Context: an optimization exercise on an open-source flow, tuned for small area, a short achievable clock period and few clock cycles. The choices shown serve that exercise and are no tape-out recipe.
The RTL was checked by simulation tests, not by an equivalence proof against the original design.
Power figures rest on the tool's default switching activity, not on a simulated workload.

$ cat design/flow/flow/run.sh
#!/bin/bash
# Own flow: the standard synthesis and layout (standard.sh), except that
# placement buffers the ports with sky130_fd_sc_hd__buf_1 (the smallest
# buffer; timing repair upsizes those on critical paths). The full output
# of the layout goes to layout.log here.
set -euo pipefail
export BUFFER_PORTS_ARGS="-buffer_cell sky130_fd_sc_hd__buf_1"
bash ./standard.sh > ./layout.log 2>&1
$ cat design/flow/config.mk
export PLATFORM = sky130hd
export DESIGN_NAME = sbcore
export DESIGN_NICKNAME = sbcore
export VERILOG_FILES = /design/flow/design.v
export SDC_FILE = /design/flow/constraint.sdc
export NUM_CORES = 4
export LEC_CHECK = 0
export ABC_AREA = 1
export CAP_MARGIN = 20
export CORE_MARGIN = 2
export CORE_UTILIZATION = 55
export CTS_BUF_LIST = sky130_fd_sc_hd__clkbuf_16
export CTS_CLUSTER_DIAMETER = 70
export CTS_CLUSTER_SIZE = 20
export PLACE_DENSITY = 0.7
export SETUP_SLACK_MARGIN = 4.5
export SLEW_MARGIN = 20
$ cat design/flow/design.v
module sbcore #(
    parameter [31:0] UART_BASE     = 32'h4000_C000,
    parameter [11:0] UART_DR_OFF   = 12'h000,
    parameter [11:0] UART_FR_OFF   = 12'h018,
    parameter [11:0] UART_IBRD_OFF = 12'h024,
    parameter [11:0] UART_FBRD_OFF = 12'h028,
    parameter [11:0] UART_LCR_OFF  = 12'h02C,
    parameter [11:0] UART_CR_OFF   = 12'h030,
    parameter integer FR_TXFF_BIT  = 5,
    parameter integer FR_RXFE_BIT  = 4
) (
    input  wire        clk,
    input  wire        rst,
    input  wire        host_we,
    input  wire [7:0]  host_addr,
    input  wire [31:0] host_wdata,
    output reg  [31:0] host_rdata,
    output reg         i2c_req,
    output reg  [2:0]  i2c_op,
    output reg  [7:0]  i2c_wdata,
    output reg         i2c_last,
    input  wire        i2c_ack,
    input  wire        i2c_nack,
    input  wire [7:0]  i2c_rdata,
    output reg         spi_req,
    output reg  [1:0]  spi_op,
    output reg  [7:0]  spi_wdata,
    input  wire        spi_ack,
    input  wire [7:0]  spi_rdata,
    output reg         uart_req,
    output reg         uart_we,
    output reg  [31:0] uart_addr,
    output reg  [31:0] uart_wdata,
    input  wire        uart_ack,
    input  wire [31:0] uart_rdata
);
    localparam [4:0] OP_NOP       = 5'h00,
                     OP_BAUD_CALC = 5'h01,
                     OP_UART_INIT = 5'h02,
                     OP_UART_WR   = 5'h03,
                     OP_UART_RD   = 5'h04,
                     OP_I2C_WR    = 5'h05,
                     OP_I2C_RD    = 5'h06,
                     OP_SPI_WR    = 5'h07,
                     OP_SPI_RD    = 5'h08,
                     OP_SPI_CMD   = 5'h09,
                     OP_SPI_CMDR  = 5'h0A,
                     OP_ASM16     = 5'h0B,
                     OP_ASM_SMP   = 5'h0C,
                     OP_POLL_INIT = 5'h0D,
                     OP_POLL_STEP = 5'h0E,
                     OP_POLL_RUN  = 5'h0F;
    localparam [3:0] R_OK = 4'd0, R_TIMEOUT = 4'd1, R_INV_LEN = 4'd2,
                     R_BUS_FAULT = 4'd3, R_INV_CFG = 4'd4, R_ILLEGAL = 4'd5;
    localparam [2:0] P_IDLE = 3'd0, P_EVAL = 3'd1, P_READY = 3'd2,
                     P_RETRY = 3'd3, P_TIMEOUT = 3'd4, P_FAULT = 3'd5;
    localparam [4:0] PH_QUICK    = 5'b00_000,   
                     PH_I_START  = 5'b01_000,
                     PH_I_RSTART = 5'b01_001,
                     PH_I_AW     = 5'b01_010,
                     PH_I_READ   = 5'b01_011,
                     PH_I_STOP   = 5'b01_100,
                     PH_I_AR     = 5'b01_101,
                     PH_I_REG    = 5'b01_110,
                     PH_I_DATA   = 5'b01_111,
                     PH_S_CSA    = 5'b10_000,
                     PH_S_INSTR  = 5'b10_001,
                     PH_S_CSD    = 5'b10_010,
                     PH_S_ADDRH  = 5'b10_011,
                     PH_S_RDATA  = 5'b10_100,
                     PH_S_ADDRL  = 5'b10_101,
                     PH_S_WDATA  = 5'b10_111,
                     PH_U_DIV    = 5'b11_000,   
                     PH_U_FBRD   = 5'b11_001,
                     PH_U_LCR    = 5'b11_010,
                     PH_U_CR     = 5'b11_011,
                     PH_U_FR     = 5'b11_100,
                     PH_U_DRW    = 5'b11_101,
                     PH_U_DRR    = 5'b11_110;
    function legal;
        input [31:0] w;
        begin
            case (w[4:0])
                OP_NOP, OP_BAUD_CALC, OP_UART_INIT, OP_ASM_SMP,
                OP_POLL_INIT, OP_POLL_STEP, OP_POLL_RUN:
                    legal = (w[31:5] == 27'd0);
                OP_UART_WR:
                    legal = (w[7:5] == 3'd0) && (w[15:8] == 8'd0) && (w[31:24] == 8'd0);
                OP_UART_RD:
                    legal = (w[7:5] == 3'd0) && (w[23:8] == 16'd0) && (w[31:29] == 3'd0);
                OP_I2C_WR, OP_SPI_WR:
                    legal = (w[7:5] == 3'd0) && (w[31:24] == 8'd0);
                OP_I2C_RD, OP_SPI_RD, OP_SPI_CMDR:
                    legal = (w[7:5] == 3'd0) && (w[23:16] == 8'd0) && (w[31:29] == 3'd0);
                OP_SPI_CMD, OP_ASM16:
                    legal = (w[7:5] == 3'd0) && (w[31:16] == 16'd0);
                default:
                    legal = 1'b0;
            endcase
        end
    endfunction
    function [4:0] txn_first;
        input [4:0] op;
        begin
            case (op)
                OP_UART_WR, OP_UART_RD: txn_first = PH_U_FR;
                OP_I2C_WR, OP_I2C_RD:   txn_first = PH_I_START;
                default:                txn_first = PH_S_CSA;
            endcase
        end
    endfunction
    function [3:0] code_of;
        input [2:0] s;
        begin
            case (s)
                P_TIMEOUT: code_of = R_TIMEOUT;
                P_FAULT:   code_of = R_BUS_FAULT;
                default:   code_of = R_OK;
            endcase
        end
    endfunction
    reg [31:0] cur;
    reg        busy, done, reject, cs, held;
    reg [3:0]  result;
    reg [6:0]  i2c_dev;
    reg [15:0] maddr;
    reg [31:0] clk_hz, baud;
    reg [15:0] ibrd;
    reg [5:0]  fbrd;
    reg [31:0] uart_lcr, uart_cr;
    reg [31:0] poll_cfg, poll_txn;
    reg [7:0]  p_last;
    reg [2:0]  p_state;
    reg [15:0] p_attempts;
    reg [15:0] asmv;
    reg [15:0] ch0, ch1, ch2, ch3, ch4, ch5;
    reg [7:0]  rxbuf [0:15];
    reg [4:0]  phase;
    reg [3:0]  idx;         
    reg        fault;       
    reg [28:0] d_rem;
    reg [23:0] d_quo;
    reg [3:0]  d_cnt;
    wire [7:0]  p_mask  = poll_cfg[7:0];
    wire [7:0]  p_match = poll_cfg[15:8];
    wire [15:0] p_max   = poll_cfg[31:16];
    wire [4:0]  t_op  = poll_txn[4:0];
    wire        txn_ok = legal(poll_txn) && (poll_txn[28:24] == 5'd1) &&
                         ((t_op == OP_SPI_RD) || (t_op == OP_SPI_CMDR) ||
                          (t_op == OP_UART_RD) ||
                          ((t_op == OP_I2C_RD) && (i2c_dev != 7'd0)));
    wire        att_ge_max = (p_attempts >= p_max);
    wire [15:0] att_inc    = p_attempts + 16'd1;
    wire        in_poll  = (cur[4:1] == 4'b0111);
    wire        poll_run = cur[0];
    wire [4:0]  x_op  = in_poll ? t_op : cur[4:0];
    wire [7:0]  x_a8  = in_poll ? poll_txn[15:8] : cur[15:8];
    wire [3:0]  x_lm1 = in_poll ? 4'd0 : (cur[27:24] - 4'd1);   
    wire        x_last = (idx == x_lm1);
    wire [7:0]  c_d8  = cur[23:16];
    wire [1:0]  ph_port = phase[4:3];
    wire [2:0]  ph_step = phase[2:0];
    wire        ack = (ph_port == 2'd1) ? i2c_ack :
                      (ph_port == 2'd2) ? spi_ack : uart_ack;
    wire [28:0] dv_r0 = d_rem;
    wire [23:0] dv_q0 = d_quo;
    wire [29:0] dv_t1 = {dv_r0, dv_q0[23]};
    wire [30:0] dv_d1 = {1'b0, dv_t1} - {2'd0, baud[28:0]};
    wire        dv_g1 = !dv_d1[30];
    wire [28:0] dv_r1 = dv_g1 ? dv_d1[28:0] : dv_t1[28:0];
    wire [29:0] dv_t2 = {dv_r1, dv_q0[22]};
    wire [30:0] dv_d2 = {1'b0, dv_t2} - {2'd0, baud[28:0]};
    wire        dv_g2 = !dv_d2[30];
    wire [28:0] dv_r2 = dv_g2 ? dv_d2[28:0] : dv_t2[28:0];
    wire [23:0] dv_q2 = {dv_q0[21:0], dv_g1, dv_g2};
    wire        dv_done = (d_cnt == 4'd12);
    wire        dv_step = !dv_done;
    wire [21:0] dv_y    = d_quo[23:2];
    wire        dv_rb   = d_quo[1];
    wire        n_small = (dv_y[21:6] == 16'd0) && !((dv_y[5:0] == 6'h3F) && dv_rb);
    wire        n_big   = (dv_y[21:6] == 16'hFFFF) && (dv_rb || (dv_y[5:0] != 6'd0));
    wire        div_ovf = (baud[28:12] == 17'd0) && (clk_hz[31:20] >= baud[11:0]);
    wire        div_ok  = !div_ovf && !n_small && !n_big;
    wire [21:0] div_n   = dv_y + {21'd0, dv_rb};
    wire        baud_bad = (baud == 32'd0) || (baud[31:29] != 3'd0);
    always @(*) begin
        case (host_addr[7:2])
            6'h00: host_rdata = cur;
            6'h01: host_rdata = {20'd0, result, 3'd0, held, cs, reject, done, busy};
            6'h02: host_rdata = {25'd0, i2c_dev};
            6'h03: host_rdata = {16'd0, maddr};
            6'h04: host_rdata = clk_hz;
            6'h05: host_rdata = baud;
            6'h06: host_rdata = {10'd0, fbrd, ibrd};
            6'h07: host_rdata = uart_lcr;
            6'h08: host_rdata = uart_cr;
            6'h09: host_rdata = poll_cfg;
            6'h0A: host_rdata = poll_txn;
            6'h0B: host_rdata = {p_attempts, 5'd0, p_state, p_last};
            6'h0C: host_rdata = {{16{asmv[15]}}, asmv};
            6'h0D: host_rdata = {ch1, ch0};
            6'h0E: host_rdata = {ch3, ch2};
            6'h0F: host_rdata = {ch5, ch4};
            6'h10: host_rdata = {rxbuf[3],  rxbuf[2],  rxbuf[1],  rxbuf[0]};
            6'h11: host_rdata = {rxbuf[7],  rxbuf[6],  rxbuf[5],  rxbuf[4]};
            6'h12: host_rdata = {rxbuf[11], rxbuf[10], rxbuf[9],  rxbuf[8]};
            6'h13: host_rdata = {rxbuf[15], rxbuf[14], rxbuf[13], rxbuf[12]};
            default: host_rdata = 32'd0;
        endcase
    end
    always @(*) begin
        i2c_req = busy && (ph_port == 2'd1);
        i2c_op = (ph_step[2] && ph_step[1:0] != 2'd0) ? 3'd2 : ph_step;
        i2c_last = x_last;
        case (ph_step)
            3'b010:  i2c_wdata = {i2c_dev, 1'b0};    
            3'b101:  i2c_wdata = {i2c_dev, 1'b1};    
            3'b110:  i2c_wdata = x_a8;               
            3'b111:  i2c_wdata = c_d8;               
            default: i2c_wdata = 8'd0;
        endcase
        if (ph_step != 3'b011) i2c_last = 1'b0;
        spi_req = busy && (ph_port == 2'd2);
        spi_op = (ph_step[0] || ph_step[2]) ? 2'd1 : ph_step[1:0];
        case (ph_step)
            3'b001:  spi_wdata = x_a8;            
            3'b011:  spi_wdata = maddr[15:8];     
            3'b101:  spi_wdata = maddr[7:0];      
            3'b111:  spi_wdata = c_d8;            
            default: spi_wdata = 8'd0;
        endcase
        uart_req = busy && (ph_port == 2'd3) &&
                   ((ph_step != 3'b000) || (cur[1] && dv_done && div_ok));
        uart_we = !ph_step[2] || (ph_step == 3'b101);
        case (ph_step)
            3'b000:  uart_addr = UART_BASE + {20'd0, UART_IBRD_OFF};
            3'b001:  uart_addr = UART_BASE + {20'd0, UART_FBRD_OFF};
            3'b010:  uart_addr = UART_BASE + {20'd0, UART_LCR_OFF};
            3'b011:  uart_addr = UART_BASE + {20'd0, UART_CR_OFF};
            3'b100:  uart_addr = UART_BASE + {20'd0, UART_FR_OFF};
            default: uart_addr = UART_BASE + {20'd0, UART_DR_OFF};
        endcase
        case (ph_step)
            3'b000:  uart_wdata = {16'd0, div_n[21:6]};
            3'b001:  uart_wdata = {26'd0, fbrd};
            3'b010:  uart_wdata = uart_lcr;
            3'b011:  uart_wdata = uart_cr;
            default: uart_wdata = {24'd0, c_d8};
        endcase
    end
    wire        wr_cmd = host_we && (host_addr[7:2] == 6'h00);
    wire        wr_rw  = host_we && ((host_addr[7:2] == 6'h02) || (host_addr[7:2] == 6'h03) ||
                                     (host_addr[7:2] == 6'h04) || (host_addr[7:2] == 6'h05) ||
                                     (host_addr[7:2] == 6'h07) || (host_addr[7:2] == 6'h08) ||
                                     (host_addr[7:2] == 6'h09) || (host_addr[7:2] == 6'h0A));
    wire        acc   = wr_cmd && !busy;
    wire        cfg_w = host_we && !busy;
    wire [31:0] w     = host_wdata;
    wire [4:0]  w_op  = w[4:0];
    wire        w_lg  = legal(w);
    wire        w_lbad = (w[28:24] == 5'd0) || (w[28:24] > 5'd16);
    wire        p_hit = ((p_last & p_mask) == p_match);
    reg  [4:0]  n_phase;
    reg  [3:0]  n_code;
    always @(*) begin
        n_phase = PH_QUICK;
        n_code = R_OK;
        if (!w_lg) begin
            n_code = R_ILLEGAL;
        end else begin
            case (w_op)
                OP_BAUD_CALC, OP_UART_INIT: begin
                    if (baud_bad) n_code = R_INV_CFG;
                    else          n_phase = PH_U_DIV;
                end
                OP_UART_WR: n_phase = PH_U_FR;
                OP_UART_RD, OP_SPI_RD, OP_SPI_CMDR: begin
                    if (w_lbad) n_code = R_INV_LEN;
                    else        n_phase = txn_first(w_op);
                end
                OP_I2C_WR: begin
                    if (i2c_dev == 7'd0) n_code = R_INV_CFG;
                    else                 n_phase = PH_I_START;
                end
                OP_I2C_RD: begin
                    if (i2c_dev == 7'd0) n_code = R_INV_CFG;
                    else if (w_lbad)     n_code = R_INV_LEN;
                    else                 n_phase = PH_I_START;
                end
                OP_SPI_WR, OP_SPI_CMD: n_phase = PH_S_CSA;
                OP_ASM16: if (w[15:8] > 8'd14) n_code = R_INV_LEN;
                OP_POLL_INIT: if (!txn_ok) n_code = R_INV_CFG;
                OP_POLL_STEP: begin
                    case (p_state)
                        P_IDLE: begin
                            if (att_ge_max)   n_code = R_TIMEOUT;
                            else if (!txn_ok) n_code = R_INV_CFG;
                            else              n_phase = txn_first(t_op);
                        end
                        P_EVAL: if (!p_hit && att_ge_max) n_code = R_TIMEOUT;
                        default: n_code = code_of(p_state);
                    endcase
                end
                OP_POLL_RUN: begin
                    if (!txn_ok)             n_code = R_INV_CFG;
                    else if (p_max == 16'd0) n_code = R_TIMEOUT;
                    else                     n_phase = txn_first(t_op);
                end
                default: ;
            endcase
        end
    end
    wire [3:0]  w_k   = cur[11:8];
    wire [2:0]  k_oj  = w_k[3:1];
    wire [2:0]  k_ej  = w_k[3:1] + {2'd0, w_k[0]};
    wire [7:0]  k_o   = rxbuf[{k_oj, 1'b1}];
    wire [7:0]  k_e   = rxbuf[{k_ej, 1'b0}];
    wire [15:0] k_pair = w_k[0] ? {k_o, k_e} : {k_e, k_o};
    wire        is_rd   = (phase == PH_U_DRR) || (phase == PH_I_READ) || (phase == PH_S_RDATA);
    wire        rx_we   = busy && is_rd && ack;
    wire [7:0]  rx_byte = (ph_port == 2'd3) ? uart_rdata[7:0] :
                          (ph_port == 2'd1) ? i2c_rdata : spi_rdata;
    wire [7:0]  poll_byte = (ph_port == 2'd3) ? uart_rdata[7:0] : rxbuf[0];
    wire        poll_hit  = ((poll_byte & p_mask) == p_match);
    reg  [4:0]  s_phase;    
    reg         s_fin;      
    reg  [3:0]  s_code;
    reg         s_tend;     
    always @(*) begin
        s_phase = phase;
        s_fin = 1'b0;
        s_code = R_OK;
        s_tend = 1'b0;
        case (phase)
            PH_U_DIV: begin
                if (dv_done) begin
                    if (!div_ok) begin
                        s_fin = 1'b1; s_code = R_INV_CFG;
                    end else if (!cur[1]) begin
                        s_fin = 1'b1;
                    end else if (ack) begin
                        s_phase = PH_U_FBRD;
                    end
                end
            end
            PH_U_FBRD: if (ack) s_phase = PH_U_LCR;
            PH_U_LCR:  if (ack) s_phase = PH_U_CR;
            PH_U_CR:   if (ack) s_fin = 1'b1;
            PH_U_FR: begin
                if (ack) begin
                    if (x_op == OP_UART_WR) begin
                        if (!uart_rdata[FR_TXFF_BIT]) s_phase = PH_U_DRW;
                    end else begin
                        if (!uart_rdata[FR_RXFE_BIT]) s_phase = PH_U_DRR;
                    end
                end
            end
            PH_U_DRW: if (ack) s_fin = 1'b1;
            PH_U_DRR: begin
                if (ack) begin
                    if (x_last) s_tend = 1'b1;
                    else        s_phase = PH_U_FR;
                end
            end
            PH_I_START:  if (ack) s_phase = PH_I_AW;
            PH_I_AW:     if (ack) s_phase = i2c_nack ? PH_I_STOP : PH_I_REG;
            PH_I_REG: begin
                if (ack) begin
                    if (i2c_nack)               s_phase = PH_I_STOP;
                    else if (x_op == OP_I2C_WR) s_phase = PH_I_DATA;
                    else                        s_phase = PH_I_RSTART;
                end
            end
            PH_I_DATA:   if (ack) s_phase = PH_I_STOP;
            PH_I_RSTART: if (ack) s_phase = PH_I_AR;
            PH_I_AR:     if (ack) s_phase = i2c_nack ? PH_I_STOP : PH_I_READ;
            PH_I_READ:   if (ack && x_last) s_phase = PH_I_STOP;
            PH_I_STOP:   if (ack) s_tend = 1'b1;
            PH_S_CSA:    if (ack) s_phase = PH_S_INSTR;
            PH_S_INSTR: begin
                if (ack) begin
                    case (x_op)
                        OP_SPI_WR, OP_SPI_RD: s_phase = PH_S_ADDRH;
                        OP_SPI_CMDR:          s_phase = PH_S_RDATA;
                        default:              s_phase = PH_S_CSD;
                    endcase
                end
            end
            PH_S_ADDRH:  if (ack) s_phase = PH_S_ADDRL;
            PH_S_ADDRL:  if (ack) s_phase = (x_op == OP_SPI_WR) ? PH_S_WDATA : PH_S_RDATA;
            PH_S_WDATA:  if (ack) s_phase = PH_S_CSD;
            PH_S_RDATA:  if (ack && x_last) s_phase = PH_S_CSD;
            PH_S_CSD:    if (ack) s_tend = 1'b1;
            default:     s_fin = 1'b1;      
        endcase
        if (s_tend) begin
            if (!in_poll || fault) begin
                s_fin = 1'b1;
                s_code = fault ? R_BUS_FAULT : R_OK;
            end else if (!poll_run || poll_hit) begin
                s_fin = 1'b1;
            end else if (att_inc == p_max) begin
                s_fin = 1'b1; s_code = R_TIMEOUT;
            end else begin
                s_phase = txn_first(t_op);    
            end
        end
    end
    wire        s_poll_end = busy && s_tend && in_poll;
    wire        s_restart  = s_poll_end && !s_fin;
    wire        nrst = !rst;
    function [31:0] upd;
        input        ld;
        input [31:0] nx;
        input [31:0] q;
        begin
            upd = ({32{ld && nrst}} & nx) | ({32{!ld && nrst}} & q);
        end
    endfunction
    wire [5:0]  wa = host_addr[7:2];
    always @(posedge clk) begin
        cur      <= upd(acc, w, cur);
        i2c_dev  <= upd(cfg_w && wa == 6'h02, w, {25'd0, i2c_dev});
        maddr    <= upd(cfg_w && wa == 6'h03, w, {16'd0, maddr});
        clk_hz   <= upd(cfg_w && wa == 6'h04, w, clk_hz);
        baud     <= upd(cfg_w && wa == 6'h05, w, baud);
        uart_lcr <= upd(cfg_w && wa == 6'h07, w, uart_lcr);
        uart_cr  <= upd(cfg_w && wa == 6'h08, w, uart_cr);
        poll_cfg <= upd(cfg_w && wa == 6'h09, w, poll_cfg);
        poll_txn <= upd(cfg_w && wa == 6'h0A, w, poll_txn);
    end
    wire        d_cw = cfg_w && (wa == 6'h04);
    wire        d_bw = cfg_w && (wa == 6'h05);
    wire        d_run  = !d_cw && !d_bw && dv_step;
    wire        d_hold = !d_cw && !d_bw && !dv_step;
    wire        div_commit = busy && (phase == PH_U_DIV) && dv_done && div_ok;
    always @(posedge clk) begin
        {ibrd, fbrd} <= upd(div_commit, {10'd0, div_n}, {10'd0, ibrd, fbrd});
        {d_rem, d_quo} <= ({53{d_cw && nrst}} & {17'd0, w[31:20], w[19:0], 4'd0}) |
                          ({53{d_bw && nrst}} & {17'd0, clk_hz[31:20], clk_hz[19:0], 4'd0}) |
                          ({53{d_run && nrst}} & {dv_r2, dv_q2}) |
                          ({53{d_hold && nrst}} & {d_rem, d_quo});
        if (rst || d_cw || d_bw) d_cnt <= 4'd0;
        else if (dv_step)        d_cnt <= d_cnt + 4'd1;
    end
    wire        q_ok   = busy && (phase == PH_QUICK) && (result == R_OK);
    wire        asm_ld = q_ok && (cur[4:0] == OP_ASM16);
    wire        smp_ld = q_ok && (cur[4:0] == OP_ASM_SMP);
    always @(posedge clk) begin
        asmv <= upd(asm_ld, k_pair, asmv);
        {ch1, ch0} <= upd(smp_ld, {rxbuf[2],  rxbuf[3],  rxbuf[0],  rxbuf[1]},  {ch1, ch0});
        {ch3, ch2} <= upd(smp_ld, {rxbuf[8],  rxbuf[9],  rxbuf[4],  rxbuf[5]},  {ch3, ch2});
        {ch5, ch4} <= upd(smp_ld, {rxbuf[12], rxbuf[13], rxbuf[10], rxbuf[11]}, {ch5, ch4});
    end
    integer i;
    always @(posedge clk) begin
        for (i = 0; i < 16; i = i + 1)
            rxbuf[i] <= upd(rx_we && idx == i, rx_byte, rxbuf[i]);
    end
    wire        pinit = acc && w_lg && txn_ok &&
                        ((w_op == OP_POLL_INIT) || (w_op == OP_POLL_RUN));
    wire        pstep = acc && w_lg && (w_op == OP_POLL_STEP);
    reg  [2:0]  p_state_nx;
    always @(*) begin
        p_state_nx = p_state;
        if (pinit) begin
            p_state_nx = (w_op == OP_POLL_RUN && p_max == 16'd0) ? P_TIMEOUT : P_IDLE;
        end else if (pstep) begin
            case (p_state)
                P_IDLE:  if (att_ge_max) p_state_nx = P_TIMEOUT;
                P_EVAL:  p_state_nx = p_hit ? P_READY : att_ge_max ? P_TIMEOUT : P_RETRY;
                P_RETRY: p_state_nx = P_IDLE;
                default: ;
            endcase
        end else if (s_poll_end) begin
            if (fault)                          p_state_nx = P_FAULT;
            else if (!poll_run)                 p_state_nx = P_EVAL;
            else if (poll_hit)                  p_state_nx = P_READY;
            else if (att_inc == p_max)          p_state_nx = P_TIMEOUT;
            else                                p_state_nx = P_IDLE;
        end
    end
    always @(posedge clk) begin
        p_attempts <= upd(pinit || s_poll_end, pinit ? 16'd0 : att_inc, p_attempts);
        p_last <= upd(pinit || (s_poll_end && !fault), pinit ? 8'd0 : poll_byte, p_last);
        p_state <= rst ? P_IDLE : p_state_nx;
    end
    always @(posedge clk) begin
        if (rst) begin
            busy <= 1'b0; done <= 1'b0; reject <= 1'b0; cs <= 1'b0; held <= 1'b0;
            result <= R_OK;
            phase <= PH_QUICK; idx <= 4'd0; fault <= 1'b0;
        end else begin
            if (host_we && busy && (wr_cmd || wr_rw)) reject <= 1'b1;
            if (acc) begin
                busy <= 1'b1;
                done <= 1'b0;
                reject <= 1'b0;
                result <= n_code;       
                phase <= n_phase;
                idx <= 4'd0;
                fault <= 1'b0;
            end else if (busy) begin
                phase <= s_phase;
                if (rx_we) idx <= idx + 4'd1;
                if (s_restart) begin
                    idx <= 4'd0;
                    fault <= 1'b0;
                end
                if (ph_port == 2'd1 && ph_step[1] && !ph_step[0] && ack && i2c_nack)
                    fault <= 1'b1;     
                if (ph_port == 2'd1 && (ph_step == 3'b101 || ph_step == 3'b111) && ack && i2c_nack)
                    fault <= 1'b1;     
                if (phase == PH_I_START && ack) held <= 1'b1;
                if (phase == PH_I_STOP && ack)  held <= 1'b0;
                if (phase == PH_S_CSA && ack)   cs <= 1'b1;
                if (phase == PH_S_CSD && ack)   cs <= 1'b0;
                if (s_fin) begin
                    busy <= 1'b0;
                    done <= 1'b1;
                    if (phase != PH_QUICK) result <= s_code;
                end
            end
        end
    end
endmodule
$ cat design/flow/constraint.sdc
create_clock -name core_clock -period 10.0 [get_ports {clk}]
set_input_delay 2.0000 -clock core_clock [delete_from_list [all_inputs] [get_ports {clk}]]
set_output_delay 2.0000 -clock core_clock [all_outputs]
set_load 0.01 [all_outputs]
$ cat design/flow/standard.sh
#!/bin/bash
# synth_recipe.tcl (not shown) runs the flow's synth.tcl, then flattens the netlist and writes it again
# the make line also repeats each setting of config.mk as NAME=value (left out here)
make -C /OpenROAD-flow-scripts/flow DESIGN_CONFIG=/design/flow/config.mk WORK_HOME=/design/flow/orfs CLKGATE_MAP_FILE= SYNTH_SCRIPT=/design/flow/synth_recipe.tcl "${@:-finish}"
==> results_dict.tcl, run 1 <==
set metrics [dict create \
    utilization_pct 65.46 \
    clock_skew_ps 38.08 \
    drt-initial-drc-count 6348 \
    fmax_mhz 167.3 \
    core_um2 60130 \
    clk_pin_slew_ps 90 \
    grt_usage_pct 51.10 \
    synth_seq_cells 611 \
    switching_share_pct 41.80 \
    switchingPower_w 0.003430 \
    netlist_top_cells_count "822 x nand2_1, 729 x inv_1, 664 x o22ai_1, 611 x dfxtp_1, 277 x nor2_1" \
    tightest_slew_ps 1337 \
    hold_class "reg -> reg" \
    cts_buffer_depth 3 \
    critPathLaunchType "input port" \
    min_delay_path_depth 2 \
    drc_errors 0 \
    clk-insertion-delay-late_ps 660 \
    finalWorstSetupSlack_ps 4021 \
    critPathMaxFanout 20 \
    timing.rr.end "d_rem[20]" \
    min_period_over_period_pct 59.79 \
    yosysWarnings 2 \
    min_to "asmv[3]" \
    cts_tree "built" \
    r2r_start "baud[0]" \
    pwr-share-comb_pct 44.9 \
    dieArea_um2 62690 \
    post_drt_wl_per_cell_um 29.25 \
    gp_congestion 1.052 \
    finalSetupViolations 0 \
    detailed_place_hpwl_um 117300 \
    hold_path.startpoint "asmv[3]" \
    synth_cells 4700 \
    routed_via_density 6.808 \
    syn_to_final_growth_pct 17.89 \
    hold_viol_final 0 \
    overflow 0 \
    reg2regPathDepth 26 \
    rows 90 \
    r2r_slack_ps 4790 \
    synth-async-reset-ratio_pct 0 \
    place_ws_ps 2489 \
    die_h_um 250.4 \
    synth_flop_cell "dfxtp_1" \
    grt_max_degree 97 \
    finalMaxSlewViolations 0 \
    die_w_um 250.4 \
    cp-end-kind "primary output" \
    status "timing/DRC/antenna clean" \
    synthesis.area_um2 33390 \
    synth_top_area_share_pct 36.64 \
    synthTopCellsByArea "dfxtp_1 37%, o22ai_1 12%, nand2_1 9.2%, inv_1 8.2%, nand3_1 4.0%" \
    pin_count 217 \
    setup_tns_ps 0 \
    period_needed_ps 5979 \
    antenna_found_initial 10 \
    worstPathRequired_ps 8000 \
    grt_pass1_vias 35585 \
    synthDistinctLibCells 65 \
    htreeDepth 2 \
    portBuffers 162 \
    cts.sinks 611 \
    power.density_nw_per_um2 208.4 \
    cts-root-buf "clkbuf_16" \
    drt-pass1-iter-count 9 \
    yosysTopAreaCell "dfxtp_1" \
    drive_gt1_share_pct 11.80 \
    cts_buffers 44 \
    total_power_w 0.008205 \
    synth_edf_count 0 \
    internal-power_w 0.004775 \
    pwr-share-seq_pct 31.1 \
    critical_path_class "in -> out" \
    cap_violations 0 \
    yosysMostFrequentCell "nand2_1" \
    max-slew-margin-rel_pct 10.05 \
    ir_drop_mv 0.3859 \
    avgSynthCellArea_um2 7.104 \
    wirelength_um 167300 \
    power.leakage_nw 14.89 \
    final_nets 5104 \
    vias 38940 \
    rsz0062_at_grt "yes" \
    seq_area_frac_synth_pct 36.64 \
    worstPathArrival_ps 3980 \
    clkPwrFrac_pct 24.0 \
    grt_pass1_wl_um 237200 \
    ant_nets 0 \
    initial_core_util_pct 55.52 \
]
[per-layer routing]
metal	wire, um	vias up	GRT usage (%)
li1	-	16748	-
met1	57770	17953	62.05
met2	67090	3259	73.95
met3	25640	970	17.56
met4	16690	10	39.61
met5	143	-	0.8494
[critical path, stage by stage]
cell and delay, ps:
buf_6 100, nor2_4 200, inv_4 80, nor2_2 130
inv_4 100, nor2_4 240, clkinv_4 130, buf_12 190
o22ai_2 250, a2111oi_4 90, nand4_1 260, buf_2 200
[layout by cell type, fill, tap and decap left out, drive strengths merged, types with 30 or more instances in the layout]
cell and instances:
a21oi 147, a221oi 64, buf 341, clkbuf 46, clkinv 30, dfxtp 611, ha 98, inv 752
nand2 841, nand3 268, nand4 82, nor2 296, nor3 64, nor4 46, o2111ai 36, o21ai 248
o22ai 664, xor2 59
[worst max path at each step]
stage,from,to,slack (ps),cells after the start
3_3_place_gp,host_addr[7],host_rdata[28],2600,11
6_report,host_addr[7],host_rdata[15],4020,12
4_1_cts,host_addr[3],host_rdata[7],4100,14
2_1_floorplan,host_addr[7],host_rdata[20],4520,10
5_1_grt,host_addr[7],host_rdata[26],4020,14
3_5_place_dp,host_addr[7],host_rdata[28],2490,11
[through the flow]
step | cell area, um2 | hold slack (ps) | instances
6_report | 39360 | 461.7 | 5720
5_1_grt | 39350 | 479.0 | 5715
4_1_cts | 38560 | 459.6 | 5686
3_5_place_dp | 34530 | 443.8 | 5506
3_3_place_gp | 34530 | 441.0 | 5506
2_1_floorplan | 33490 | 424.2 | 4726
[kinds of logic after synthesis]
group           after synthesis  synth area share, %
compound gates             1288                24.18
xor+xnor                     82                2.279
fa+ha+maj                   100                3.793
buf+inv                     985                11.64
flops                       611                36.64
other cells                   2              0.02249
simple gates               1632                21.45
[power groups by stage]
stage / clock network, W / registers, W / logic, W
floorplan: 0 / 0.00259 / 0.00252
global placement: 0 / 0.00260 / 0.00328
detailed placement: 0 / 0.00261 / 0.00330
CTS: 0.00193 / 0.00255 / 0.00352
global route: 0.00201 / 0.00256 / 0.00408
finish: 0.00197 / 0.00255 / 0.00369
[registers in the layout, indices dropped and copies added, names as in the netlist, 29 cells and up]
signal and count:
uart_cr 32, baud 32, rxbuf 128, clk_hz 32, poll_txn 32, cur 32
uart_lcr 32, poll_cfg 32, d_rem 29
[repair_timing]
action	4_1_cts	5_1_grt
hold buffers	0	0
gates cloned	16	3
setup buffers	94	26
resized for setup	319	105
endpoints found under the setup margin	62	73
pin swaps	55	47
[final cells by class]
type	instances	area, um2
inverter	765	3022
sequential	611	12230
multi-input combinational	3133	18900
antenna	5	12.51
tap	782	978.4
clock buffer	45	1126
timing repair buffer	346	2673
timing repair inverter	8	105.1
fill	5406	20770
clock inverter	25	309.0
Testbench counts, summed over its fixed seeds: cycles 9,436.
==> run 2, diff against run 1 <==
--- a/design/flow/config.mk
+++ b/design/flow/config.mk
@@ -10,8 +10,8 @@
 export CORE_MARGIN = 2
 export CORE_UTILIZATION = 55
 export CTS_BUF_LIST = sky130_fd_sc_hd__clkbuf_16
-export CTS_CLUSTER_DIAMETER = 70
-export CTS_CLUSTER_SIZE = 20
+export CTS_CLUSTER_DIAMETER = 80
+export CTS_CLUSTER_SIZE = 24
 export PLACE_DENSITY = 0.7
 export SETUP_SLACK_MARGIN = 4.5
 export SLEW_MARGIN = 20
==> results_dict.tcl, run 2 <==
set metrics [dict create \
    status "timing/DRC/antenna clean" \
    path_cells "buf_12 > clkinv_4 > nor2_2 > inv_2 > nor2_4 > inv_4 > nor2_4 > buf_12 > clkinvlp_4 > buf_12 > buf_16 > o22ai_4 > nor4_4 > o2111ai_2 > buf_2" \
    detailed_place_hpwl_um 117300 \
    netlist_top_cells_count "822 x nand2_1, 729 x inv_1, 664 x o22ai_1, 611 x dfxtp_1, 277 x nor2_1" \
    ir_drop_mv 0.3968 \
    path_delay_family "buffers and inverters" \
    most-common-layout-cells "811 x nand2_1, 713 x inv_1, 610 x dfxtp_1, 590 x o22ai_1, 259 x nor2_1" \
    wirelength_um 168600 \
    die_h_um 250.4 \
    period_needed_ps 5961 \
    synthTopCellsByArea "dfxtp_1 37%, o22ai_1 12%, nand2_1 9.2%, inv_1 8.2%, nand3_1 4.0%" \
    finalWorstSetupSlack_ps 4039 \
    grt_pass1_wl_um 239400 \
    worst-path-buf-inv 9 \
    synth_seq_cells 611 \
    fmax_mhz 167.7 \
    core_um2 60130 \
    min_period_over_period_pct 59.61 \
    initial_core_util_pct 55.52 \
    seq_area_frac_synth_pct 36.64 \
    yosysTopAreaCell "dfxtp_1" \
    largest_reg_flops 128 \
    drive_gt1_share_pct 12.50 \
    synth_cells 4700 \
    critical_path_class "in -> out" \
    synth_edf_count 0 \
    die_w_um 250.4 \
    cts_buffers 37 \
    vias 39156 \
    worstPathArrival_ps 3960 \
    setup_tns_ps 0 \
    cts_tree "built" \
    grt_max_degree 97 \
    nFillCells 5329 \
    synth_top_area_share_pct 36.64 \
    crit_slowest_cell "nor4_4" \
    finalSetupViolations 0 \
    worst_path_most_repeated_cell "buf_12" \
    critPathMaxFanout 5 \
    critPathLaunchType "input port" \
    gp_congestion 1.052 \
    synth-async-reset-ratio_pct 0 \
    drt-pass1-iter-count 8 \
    antenna_found_initial 11 \
    cp-end-kind "primary output" \
    routed_via_density 6.843 \
    pin_count 217 \
    max_flop_register "rxbuf" \
    yosysMostFrequentCell "nand2_1" \
    syn_to_final_growth_pct 19.23 \
    htreeDepth 2 \
    max-slew-margin-rel_pct 13.39 \
    final_nets 5111 \
    synth_flop_cell "dfxtp_1" \
    final_common_cell "nand2_1" \
    hold_class "reg -> reg" \
    cts_buffer_depth 3 \
    tightest_slew_ps 1287 \
    cp_slowest_stage_delay_ps 520 \
    worstPathRequired_ps 8000 \
    avgSynthCellArea_um2 7.104 \
    power.leakage_nw 14.97 \
    portBuffers 162 \
    holdBufCountCts 0 \
    finalMaxSlewViolations 0 \
    post_drt_wl_per_cell_um 29.47 \
    clock_skew_ps 64.52 \
    hold_viol_final 0 \
    overflow 0 \
    clk-insertion-delay-late_ps 660 \
    synthesis.area_um2 33390 \
    power.density_nw_per_um2 201.2 \
    place_ws_ps 2489 \
    grt_usage_pct 51.86 \
    drc_errors 0 \
    cap_violations 0 \
    synthDistinctLibCells 65 \
    rows 90 \
    clk_pin_slew_ps 90 \
    dieArea_um2 62690 \
    grt_pass1_vias 35816 \
    drt-initial-drc-count 6562 \
    rsz0062_at_grt "yes" \
    cts.sinks 611 \
    yosysWarnings 2 \
    ant_nets 0 \
    cts-root-buf "clkbuf_16" \
]
-- run 2: cell counts after synthesis --
Identical to the previous run, type by type.
-- run 2: cells by family after synthesis --
kind of cell	count (synthesis)	synth area share, %
compound gates	1288	24.18
simple gates	1632	21.45
xor+xnor	82	2.279
buf+inv	985	11.64
other cells	2	0.02249
fa+ha+maj	100	3.793
flops	611	36.64
-- run 2: worst reg2reg max path, cell delays in order, from the launching register on --
cell and delay [ps]:
dfxtp_1 450, ha_1 330, fa_1 460, o21ai_4 250, a21boi_1 180, o21bai_2 230, nand3_4 140, nand2_8 150
clkinvlp_4 90, buf_4 190, or2_2 290, o21ai_0 110, inv_1 80, ha_1 350, nand2_1 140, o21ai_4 240
nand3_1 130, nand3_2 150, a21oi_2 100, o21ai_1 230, nand2_2 140, nand2_2 110, buf_12 200, nor2_4 80
buf_12 150, nand2_1 80, nand3_1 80
-- run 2: path summary, 6_finish.rpt --
check,start,endpoint,slack (ps),depth (start not counted)
worst min register to register,asmv[3],asmv[3],460,2
worst max-delay path,host_addr[3],host_rdata[20],4040,15
worst min-delay path,asmv[3],asmv[3],460,2
worst max register to register,baud[0],d_rem[8],4740,26
-- run 2: metrics by stage --
| stage | hold WS [ps] | utilization (%) | cell area (um2) | total power (W) | cells |
|---|---|---|---|---|---|
| after CTS | 460.1 | 64.83 | 38980 | 0.007781 | 5690 |
| final | 461.4 | 66.20 | 39810 | 0.008008 | 5722 |
| after global routing | 474.1 | 66.18 | 39790 | 0.008460 | 5717 |
| after global placement | 441.0 | 57.43 | 34530 | 0.005886 | 5506 |
| after detailed placement | 443.8 | 57.43 | 34530 | 0.005909 | 5506 |
| after floorplan | 424.2 | - | 33490 | 0.005110 | 4726 |
-- run 2: report_power, final --
part	switching, W	internal [W]
combinational	0.00235	0.00136
sequential	0.0000470	0.00251
clock	0.000989	0.000765
-- run 2: metal layers --
metal | track usage [%] | vias to the layer above | share of wire, % | wire [um]
li1 | - | 16730 | - | -
met3 | 19.61 | 1039 | 16 | 26300
met4 | 41.88 | 12 | 11 | 17900
met1 | 62.11 | 18017 | 34 | 57600
met2 | 73.98 | 3358 | 40 | 66700
met5 | 0.6178 | - | 0.071 | 119
-- run 2: what timing repair did --
action                     in CTS  in global routing
pin swaps                      74                 49
gates cloned                   19                  2
setup buffers                 107                 25
resized for setup             392                101
setup endpoints to repair      62                 71
-- run 2: area by class of cell --
class	count	area [um2]	area share (%)
Multi-Input combinational cell	3132	19260	48.38
Sequential cell	611	12230	30.73
Inverter	765	3032	7.616
Timing Repair Buffer	362	2985	7.500
Tap cell	782	978.4	2.458
Clock buffer	37	925.9	2.326
Clock inverter	21	265.3	0.6664
Timing Repair inverter	7	115.1	0.2892
Antenna cell	5	12.51	0.03143
==> run 3, diff against run 2 <==
--- a/design/flow/design.v
+++ b/design/flow/design.v
@@ -174,6 +174,8 @@
     wire [28:0] dv_r2 = dv_g2 ? dv_d2[28:0] : dv_t2[28:0];
     wire [23:0] dv_q2 = {dv_q0[21:0], dv_g1, dv_g2};
     wire        dv_done = (d_cnt == 4'd12);
+    wire        dv_skip = (d_cnt == 4'd0) && (baud[28:20] == 9'd0) &&
+                          ({d_rem[11:0], d_quo[23:16]} < baud[19:0]);
     wire        dv_step = !dv_done;
     wire [21:0] dv_y    = d_quo[23:2];
     wire        dv_rb   = d_quo[1];
@@ -183,31 +185,33 @@
     wire        div_ok  = !div_ovf && !n_small && !n_big;
     wire [21:0] div_n   = dv_y + {21'd0, dv_rb};
     wire        baud_bad = (baud == 32'd0) || (baud[31:29] != 3'd0);
-    always @(*) begin
-        case (host_addr[7:2])
-            6'h00: host_rdata = cur;
-            6'h01: host_rdata = {20'd0, result, 3'd0, held, cs, reject, done, busy};
-            6'h02: host_rdata = {25'd0, i2c_dev};
-            6'h03: host_rdata = {16'd0, maddr};
-            6'h04: host_rdata = clk_hz;
-            6'h05: host_rdata = baud;
-            6'h06: host_rdata = {10'd0, fbrd, ibrd};
-            6'h07: host_rdata = uart_lcr;
-            6'h08: host_rdata = uart_cr;
-            6'h09: host_rdata = poll_cfg;
-            6'h0A: host_rdata = poll_txn;
-            6'h0B: host_rdata = {p_attempts, 5'd0, p_state, p_last};
-            6'h0C: host_rdata = {{16{asmv[15]}}, asmv};
-            6'h0D: host_rdata = {ch1, ch0};
-            6'h0E: host_rdata = {ch3, ch2};
-            6'h0F: host_rdata = {ch5, ch4};
-            6'h10: host_rdata = {rxbuf[3],  rxbuf[2],  rxbuf[1],  rxbuf[0]};
-            6'h11: host_rdata = {rxbuf[7],  rxbuf[6],  rxbuf[5],  rxbuf[4]};
-            6'h12: host_rdata = {rxbuf[11], rxbuf[10], rxbuf[9],  rxbuf[8]};
-            6'h13: host_rdata = {rxbuf[15], rxbuf[14], rxbuf[13], rxbuf[12]};
-            default: host_rdata = 32'd0;
-        endcase
-    end
+    wire [31:0] rd_r [0:19];
+    assign rd_r[0]  = cur;
+    assign rd_r[1]  = {20'd0, result, 3'd0, held, cs, reject, done, busy};
+    assign rd_r[2]  = {25'd0, i2c_dev};
+    assign rd_r[3]  = {16'd0, maddr};
+    assign rd_r[4]  = clk_hz;
+    assign rd_r[5]  = baud;
+    assign rd_r[6]  = {10'd0, fbrd, ibrd};
+    assign rd_r[7]  = uart_lcr;
+    assign rd_r[8]  = uart_cr;
+    assign rd_r[9]  = poll_cfg;
+    assign rd_r[10] = poll_txn;
+    assign rd_r[11] = {p_attempts, 5'd0, p_state, p_last};
+    assign rd_r[12] = {{16{asmv[15]}}, asmv};
+    assign rd_r[13] = {ch1, ch0};
+    assign rd_r[14] = {ch3, ch2};
+    assign rd_r[15] = {ch5, ch4};
+    assign rd_r[16] = {rxbuf[3],  rxbuf[2],  rxbuf[1],  rxbuf[0]};
+    assign rd_r[17] = {rxbuf[7],  rxbuf[6],  rxbuf[5],  rxbuf[4]};
+    assign rd_r[18] = {rxbuf[11], rxbuf[10], rxbuf[9],  rxbuf[8]};
+    assign rd_r[19] = {rxbuf[15], rxbuf[14], rxbuf[13], rxbuf[12]};
+    wire [31:0] rd_x [0:31];
+    genvar gi;
+    generate for (gi = 0; gi < 32; gi = gi + 1) begin : g_rx
+        assign rd_x[gi] = (gi < 20) ? rd_r[gi] : 32'd0;
+    end endgenerate
+    always @(*) host_rdata = host_addr[7] ? 32'd0 : rd_x[host_addr[6:2]];
     always @(*) begin
         i2c_req = busy && (ph_port == 2'd1);
         i2c_op = (ph_step[2] && ph_step[1:0] != 2'd0) ? 3'd2 : ph_step;
@@ -438,9 +442,11 @@
         {ibrd, fbrd} <= upd(div_commit, {10'd0, div_n}, {10'd0, ibrd, fbrd});
         {d_rem, d_quo} <= ({53{d_cw && nrst}} & {17'd0, w[31:20], w[19:0], 4'd0}) |
                           ({53{d_bw && nrst}} & {17'd0, clk_hz[31:20], clk_hz[19:0], 4'd0}) |
-                          ({53{d_run && nrst}} & {dv_r2, dv_q2}) |
+                          ({53{d_run && !dv_skip && nrst}} & {dv_r2, dv_q2}) |
+                          ({53{d_run && dv_skip && nrst}} & {9'd0, d_rem[11:0], d_quo[23:0], 8'd0}) |
                           ({53{d_hold && nrst}} & {d_rem, d_quo});
         if (rst || d_cw || d_bw) d_cnt <= 4'd0;
+        else if (dv_skip)        d_cnt <= 4'd4;
         else if (dv_step)        d_cnt <= d_cnt + 4'd1;
     end
     wire        q_ok   = busy && (phase == PH_QUICK) && (result == R_OK);
==> design/flow/run.sh (new file) <==
#!/bin/bash
# synth_recipe.tcl (not shown) runs the flow's synth.tcl, then flattens the netlist and writes it again
# the make line also repeats each setting of config.mk as NAME=value (left out here)
make -C /OpenROAD-flow-scripts/flow DESIGN_CONFIG=/design/flow/config.mk WORK_HOME=/design/flow/orfs CLKGATE_MAP_FILE= SYNTH_SCRIPT=/design/flow/synth_recipe.tcl finish
==> design/flow/config.mk (replaced) <==
export PLATFORM = sky130hd
export DESIGN_NAME = sbcore
export DESIGN_NICKNAME = sbcore
export VERILOG_FILES = /design/flow/design.v
export SDC_FILE = /design/flow/constraint.sdc
export NUM_CORES = 4
export LEC_CHECK = 0
export ABC_AREA = 1
export CAP_MARGIN = 35
export CORE_MARGIN = 2
export CORE_UTILIZATION = 55
export PLACE_DENSITY = 0.7
export SETUP_SLACK_MARGIN = 4.5
export SLEW_MARGIN = 35
removed: design/flow/flow/run.sh
removed: design/flow/standard.sh
==> results_dict.tcl, run 3 <==
set metrics [dict create \
    syn_to_final_growth_pct 24.21 \
    yosysWarnings 2 \
    rows 91 \
    cts_buffers 70 \
    synth_seq_cells 611 \
    finalSetupViolations 0 \
    grt_usage_pct 54.58 \
    worstPathRequired_ps 8000 \
    power.density_nw_per_um2 223.7 \
    drt-pass1-iter-count 12 \
    hold_ws_ps 458.9 \
    holdBufCountCts 0 \
    core_um2 61710 \
    die_h_um 253.7 \
    synthTopCellsByArea "dfxtp_1 36%, o22ai_1 10%, nand2_1 9.8%, inv_1 7.0%, nand3_1 4.7%" \
    initial_core_util_pct 55.58 \
    yosysMostFrequentCell "nand2_1" \
    yosysTopAreaCell "dfxtp_1" \
    synthDistinctLibCells 73 \
    cap_violations 0 \
    finalMaxSlewViolations 0 \
    post_drt_wl_per_cell_um 30.58 \
    power.leakage_nw 16.36 \
    nFillCells 5195 \
    ant_nets 0 \
    clk_pin_slew_ps 70 \
    clk-insertion-delay-late_ps 660 \
    drt-initial-drc-count 8308 \
    worstPathArrival_ps 4240 \
    ir_drop_mv 0.2829 \
    drc_errors 0 \
    period_needed_ps 6236 \
    reg2regPathDepth 26 \
    finalWorstSetupSlack_ps 3764 \
    final_nets 5309 \
    r2r_start "baud[5]" \
    routed_via_density 6.976 \
    timing.rr.end "d_rem[3]" \
    netlist_top_cells_count "897 x nand2_1, 641 x inv_1, 611 x dfxtp_1, 551 x o22ai_1" \
    seq_area_frac_synth_pct 35.66 \
    place_ws_ps 1915 \
    cts_tree "built" \
    max-slew-margin-rel_pct 21.47 \
    largest_reg_flops 128 \
    hold_viol_final 0 \
    antenna_found_initial 10 \
    grt_pass1_vias 37492 \
    critical_path_class "in -> out" \
    hold_class "reg -> reg" \
    cts.sinks 611 \
    synth_edf_count 0 \
    rsz0062_at_grt "yes" \
    status "timing/DRC/antenna clean" \
    overflow 0 \
    startpoint "host_addr[3]" \
    critPathLaunchType "input port" \
    max_flop_register "rxbuf" \
    min_period_over_period_pct 62.36 \
    synth_top_area_share_pct 35.66 \
    total_power_w 0.009530 \
    setup_tns_ps 0 \
    detailed_place_hpwl_um 128800 \
    avgSynthCellArea_um2 7.073 \
    fmax_mhz 160.4 \
    gp_congestion 1.086 \
    clock_skew_ps 19.85 \
    synthesis.area_um2 34300 \
    synth-async-reset-ratio_pct 0 \
    most-common-layout-cells "873 x nand2_1, 611 x inv_1, 608 x dfxtp_1, 533 x o22ai_1, 308 x nand3_1" \
    portBuffers 162 \
    synth_flop_cell "dfxtp_1" \
    r2r_slack_ps 4650 \
    wirelength_um 183400 \
    vias 41844 \
    tightest_slew_ps 1169 \
    grt_max_degree 124 \
    grt_pass1_wl_um 253900 \
    die_w_um 253.7 \
    synth_cells 4849 \
    htreeDepth 3 \
    final_common_cell "nand2_1" \
    cts-root-buf "clkbuf_16" \
    cp-end-kind "primary output" \
    drive_gt1_share_pct 14.14 \
    pin_count 217 \
    cp-endpoint "host_rdata[15]" \
    critPathMaxFanout 13 \
    dieArea_um2 64380 \
    cts_buffer_depth 3 \
]
## run 3: cell families after synthesis
logic type / count (synthesis) / synth area share (%)
other: 2 / 0.02190
flip-flops: 611 / 35.66
adder cells (fa/ha/maj): 119 / 4.385
buffers and inverters: 926 / 10.81
AO/OA/AOI/OAI: 1336 / 24.52
XOR/XNOR: 77 / 2.130
AND/OR/NAND/NOR: 1778 / 22.47
## run 3: critical path: stages
cell and delay (ps):
buf_12 130, nor2_4 220, nand2_4 90, nor2_4 260
buf_6 160, buf_4 120, inv_6 100, o21ai_1 350
a221oi_2 120, a41oi_2 450, buf_2 220
## run 3: per-layer routing
layer / up-vias / track usage, % / wire length, um
li1: 17457 / - / -
met1: 19155 / 65.65 / 62760
met2: 4038 / 72.14 / 67560
met3: 1189 / 28.64 / 34280
met4: 5 / 42.00 / 18670
met5: - / 1.776 / 170
## run 3: worst min-delay path by stage
stage,endpoint,start,depth (start not counted),slack (ps)
2_1_floorplan,asmv[12],asmv[12],2,430
3_3_place_gp,reject,reject,2,440
3_5_place_dp,asmv[12],asmv[12],2,440
4_1_cts,reject,reject,2,460
5_1_grt,asmv[12],asmv[12],2,490
6_report,asmv[12],asmv[12],2,460
## run 3: through the flow
| step | area, um2 | std cells | utilization, % |
|---|---|---|---|
| after CTS | 41890 | 5951 | 67.89 |
| after detailed placement | 36710 | 5693 | 59.48 |
| after global routing | 42580 | 5989 | 69.00 |
| final | 42600 | 5998 | 69.04 |
| after floorplan | 34640 | 4875 | - |
| after global placement | 36640 | 5691 | 59.38 |
## run 3: where the power goes
part / leakage (nW) / switching, W / internal [W] / total [W]
logic: 10.3 / 0.00263 / 0.00156 / 0.00420
registers: 4.93 / 0.0000751 / 0.00252 / 0.00259
clock network: 1.17 / 0.00117 / 0.00157 / 0.00274
total: 16.4 / 0.00388 / 0.00565 / 0.00953
## run 3: timing repair
item / in CTS / in global routing
pin swaps: 97 / 29
gates cloned: 13 / 1
buffers inserted: 119 / 33
gates resized for setup: 532 / 82
endpoints found under the setup margin: 79 / 85
## run 3: layout make-up
class	count	area, um2	share of cell area [%]
Clock inverter	33	427.9	1.004
Sequential cell	611	12240	28.72
Antenna cell	12	30.03	0.07048
Timing Repair Buffer	379	3694	8.669
Multi-Input combinational cell	3341	20430	47.95
Tap cell	837	1047	2.458
Inverter	686	2719	6.382
Timing Repair inverter	6	72.57	0.1703
Clock buffer	93	1948	4.573
Testbench counts of run 3, summed over its fixed seeds: cycles 9,121.

==> afterwards: timing with drivers on the ports <==
In the flow no input, the clock included, has a driving cell. The finished layouts below were timed again as built, in two steps. Step 1 sets driving cells, clkbuf_16 on the clock port and buf_2 on the other inputs (assumed; they add their load-dependent delay and slew). Step 2 moves the port delays by t, midway between the first and last clock arrival at a register: inputs arrive t later, outputs are due t later. That takes back most of the time a late clock gives input paths. Slacks: ideal ports / drivers / drivers and shift; pairs: ideal ports / drivers.
run	t (ns)	slack for setup (ns)	latest minus earliest clock arrival (ns)
run 1	0.706	4.021 / 3.975 / 3.975	0.041 / 0.042
run 2	0.693	4.039 / 3.983 / 3.983	0.064 / 0.065
run 3	0.720	3.764 / 3.714 / 3.698	0.021 / 0.021
After both steps setup and hold are still met in every run listed. The setup slack of run 3, which loses most, moves by -0.050 ns with the drivers and by -0.066 ns with both steps.
